What follows belongs to an exercise in optimizing a design on an open flow for small area, a short achievable clock period and few clock cycles per item; a production flow would make more cautious choices. In this exercise RTL edits were held to simulation tests only and were not proved equivalent to the original. Power is estimated from default activity; no workload was simulated.

// ghash_acc
module ghash_acc (
    input  wire         clk,
    input  wire         rst,         
    input  wire         in_valid,
    output wire         in_ready,
    input  wire [1:0]   in_op,
    input  wire [127:0] in_data,
    output wire [127:0] y,
    output wire         y_valid
);
Settings: LEC_CHECK=0, CAP_MARGIN=20, CORE_MARGIN=2, CORE_UTILIZATION=55, PLACE_DENSITY=0.7, SETUP_SLACK_MARGIN=2.3, SLEW_MARGIN=20; clock period 5.0 ns.
standard.sh (not shown) runs the stock make flow with config.mk's settings and CLKGATE_MAP_FILE= SYNTH_SCRIPT=/design/flow/synth_recipe.tcl, a recipe that flattens the netlist after the stock synthesis.
==> flow/flow/run.sh <==
#!/bin/bash
# The standard layout (standard.sh: the ORFS flow with the standard synthesis),
# with the port buffers made of sky130_fd_sc_hd__buf_4 instead of the cell
# buffer_ports picks by default. make's full output goes to standard_flow.log;
# each ORFS step keeps its own log under orfs/logs/.
set -euo pipefail
export BUFFER_PORTS_ARGS="-buffer_cell sky130_fd_sc_hd__buf_4"
bash standard.sh > standard_flow.log 2>&1
Testbench counts at the start, summed over its fixed seeds: cycles 21,234, items 2,506.
==> next run, changes <==
- CORE_UTILIZATION: 55 -> 50
- PLACE_DENSITY: 0.7 -> 0.65
- SETUP_SLACK_MARGIN: 2.3 -> 2.4
Outcome:
- The changed run finished with timing, DRC and antenna clean
- critical path depth is unchanged
- fmax rises by 4.1%
- total power rises by 3.4%
- cell count rises by 4.5%
- combinational power rises by 12%
- wire length rises by 2.6%
- global-route usage falls by 3.1 points
==> next run, changes <==
- CORE_UTILIZATION: 50 -> 55
- PLACE_DENSITY: 0.65 -> 0.7
- SETUP_SLACK_MARGIN: 2.4 -> 2.5
After rerunning: Worst hold slack is about the same; die area decreases by 9.0%; clock skew hardly moves; setup slack got worse by 84 ps; combinational power rises by 7.8%; register-to-register slack is worse by 80 ps; clock power drops by about 4%; first-iteration DRC count goes up by 23%; via count increases by 5.0%; sequential share of layout area came out lower by 0.49 points; power barely changes.
==> next run, changes <==
==> flow/run.sh (new file) <==
#!/bin/bash
# synth_recipe.tcl (not shown) runs the flow's synth.tcl, then flattens the netlist and writes it again
# the make line also repeats each setting of config.mk as NAME=value (left out here)
make -C /OpenROAD-flow-scripts/flow DESIGN_CONFIG=/design/flow/config.mk WORK_HOME=/design/flow/orfs CLKGATE_MAP_FILE= SYNTH_SCRIPT=/design/flow/synth_recipe.tcl finish
- SETUP_SLACK_MARGIN: 2.5 -> 2.3
removed: flow/flow/run.sh
removed: flow/standard.sh
The new run finished with timing, DRC and antenna clean; combinational power drops by roughly a tenth; flip-flop and latch count is unchanged; non-clock buffer count shrinks by 282; routed wire length shrinks by a few percent; synthesized area stays the same; worst hold slack is worse by 4.2 ps.
==> next run, changes <==
==> flow/flow/run.sh (new file) <==
#!/bin/bash
# The standard layout (standard.sh: the ORFS flow with the standard synthesis),
# with the port buffers made of sky130_fd_sc_hd__buf_4 instead of the cell
# buffer_ports picks by default. make's full output goes to standard_flow.log;
# each ORFS step keeps its own log under orfs/logs/.
set -euo pipefail
export BUFFER_PORTS_ARGS="-buffer_cell sky130_fd_sc_hd__buf_4"
bash standard.sh > standard_flow.log 2>&1
==> flow/standard.sh (new file) <==
#!/bin/bash
# synth_recipe.tcl (not shown) runs the flow's synth.tcl, then flattens the netlist and writes it again
# the make line also repeats each setting of config.mk as NAME=value (left out here)
make -C /OpenROAD-flow-scripts/flow DESIGN_CONFIG=/design/flow/config.mk WORK_HOME=/design/flow/orfs CLKGATE_MAP_FILE= SYNTH_SCRIPT=/design/flow/synth_recipe.tcl "${@:-finish}"
- CORE_UTILIZATION: 55 -> 45
- PLACE_DENSITY: 0.7 -> 0.6
removed: flow/run.sh
Outcome: The new run completed with no timing, DRC or antenna violations. Combinational power falls by about 2%. Wire length rises by about 3%. Total power rises by 0.92%. Worst setup slack improves by 13 ps.
==> next run, changes <==
- CORE_UTILIZATION: 45 -> 50
- PLACE_DENSITY: 0.6 -> 0.65
Outcome: Via count rises by 1.5%; combinational power falls by about 4%; power falls by about 1.1%.

========
Starting RTL as in the previous note.
Design ghash_acc, start of the top module:
module ghash_acc (
    input  wire         clk,
    input  wire         rst,         
    input  wire         in_valid,
    output wire         in_ready,
    input  wire [1:0]   in_op,
    input  wire [127:0] in_data,
    output wire [127:0] y,
    output wire         y_valid
);
    reg [127:0] h_q;      
    reg [127:0] x_q;      
    reg [127:0] z_q;      
    reg [2:0]   cnt_q;    
    reg         busy_q;
    reg         last_q;   
    reg         hz_q;     
    reg         rdy_q;    
    reg         nrdy_q;   
    reg         yv_q;     
    assign in_ready = rdy_q;
    assign y_valid  = yv_q;
    assign y        = z_q;
    wire accept = in_valid && !nrdy_q;
    wire start  = accept && in_op == 2'd0 && !hz_q && !rst;
    wire clr    = rst || (accept && in_op != 2'd2);
    wire busy_n = !rst && (start || (busy_q && !last_q));
    wire [2:0] cnt_n = (rst || !busy_q) ? 3'd0 : cnt_q + 3'd1;
    reg [44:0] hx_q;
    wire [44:0] hx_n;
    assign hx_n[0] = (in_data[0] ^ in_data[121]);
    assign hx_n[1] = (in_data[0] ^ in_data[126]);
    assign hx_n[2] = (in_data[0] ^ in_data[127]);
    assign hx_n[3] = (in_data[1] ^ in_data[122]);
    assign hx_n[4] = ((in_data[0] ^ in_data[1]) ^ in_data[127]);
    assign hx_n[5] = (in_data[0] ^ in_data[1]);
    assign hx_n[6] = (in_data[2] ^ in_data[123]);
  ...
clock: 5.0 ns
lec_check: 0
cap_margin: 20
core_margin: 2
core_utilization: 55
place_density: 0.7
setup_slack_margin: 2.2
slew_margin: 20
==> flow/flow/run.sh <==
#!/bin/bash
# The standard layout (standard.sh: the ORFS flow with the standard synthesis),
# with the port buffers made of sky130_fd_sc_hd__buf_4 instead of the cell
# buffer_ports picks by default. make's full output goes to standard_flow.log;
# each ORFS step keeps its own log under orfs/logs/.
set -euo pipefail
export BUFFER_PORTS_ARGS="-buffer_cell sky130_fd_sc_hd__buf_4"
bash standard.sh > standard_flow.log 2>&1
The starting point completed without violations.
Testbench counts at the start, summed over its fixed seeds: cycles 21,234, items 2,506.
Then changed:
==> flow/run.sh (new file) <==
#!/bin/bash
# synth_recipe.tcl (not shown) runs the flow's synth.tcl, then flattens the netlist and writes it again
# the make line also repeats each setting of config.mk as NAME=value (left out here)
make -C /OpenROAD-flow-scripts/flow DESIGN_CONFIG=/design/flow/config.mk WORK_HOME=/design/flow/orfs CLKGATE_MAP_FILE= SYNTH_SCRIPT=/design/flow/synth_recipe.tcl finish
CORE_UTILIZATION = 65   (was 55)
PLACE_DENSITY = 0.75   (was 0.7)
SETUP_SLACK_MARGIN = 2.3   (was 2.2)
removed: flow/flow/run.sh
removed: flow/standard.sh
What happened: Cell count fell by 0.63%. Total power decreases by 0.34%. Routed wire length increases by 2.2%. Core utilization rose by 14 points. Global-route usage climbs by 8.2 points. Count of clock-buffer cells in the layout goes up by 4.

==> port drivers added, routing unchanged <==
The results above use ideal ports. As a check the final layouts listed here were re-extracted and re-timed, cells and wires unchanged. Step 1: set_driving_cell puts a clkbuf_16 on clk and a buf_2 on each other input, an assumption about the parent block. Step 2 adds t to the input delays and takes it off the output delays; t is the mean of the earliest and latest rising clock arrival at the registers after step 1. Input paths then give back, and output paths get back, about the clock's delay inside the block. Slacks: ideal / step 1 / step 2; pairs: ideal / step 1.
run | shift t [ns] | setup slack, ns | clock arrival spread, ns | slew at the worst register clock pin (ns) | worst slew at a driven data input, ns
the first run of note 1 | 0.708 | 2.281 / 2.281 / 1.777 | 0.026 / 0.027 | 0.07 / 0.07 | 0.07
the second run of note 1 | 0.711 | 2.389 / 2.389 / 1.795 | 0.034 / 0.034 | 0.07 / 0.07 | 0.07
the third run of note 1 | 0.714 | 2.305 / 2.305 / 1.921 | 0.034 / 0.034 | 0.07 / 0.07 | 0.07
the fourth run of note 1 | 0.722 | 2.288 / 2.217 / 1.614 | 0.033 / 0.033 | 0.07 / 0.07 | 0.08
the fifth run of note 1 | 0.734 | 2.301 / 2.301 / 1.751 | 0.028 / 0.028 | 0.07 / 0.07 | 0.07
the sixth run of note 1 | 0.709 | 2.332 / 2.332 / 1.847 | 0.027 / 0.026 | 0.07 / 0.07 | 0.07
the first run of note 2 | 0.712 | 2.172 / 2.196 / 1.508 | 0.028 / 0.027 | 0.07 / 0.07 | 0.07
the second run of note 2 | 0.696 | 2.217 / 2.217 / 1.743 | 0.022 / 0.022 | 0.07 / 0.07 | 0.05
After both steps setup and hold are still met in every run listed. The setup slack of the fourth run of note 1, which loses most, moves by -0.071 ns with the drivers and by -0.674 ns with both steps.
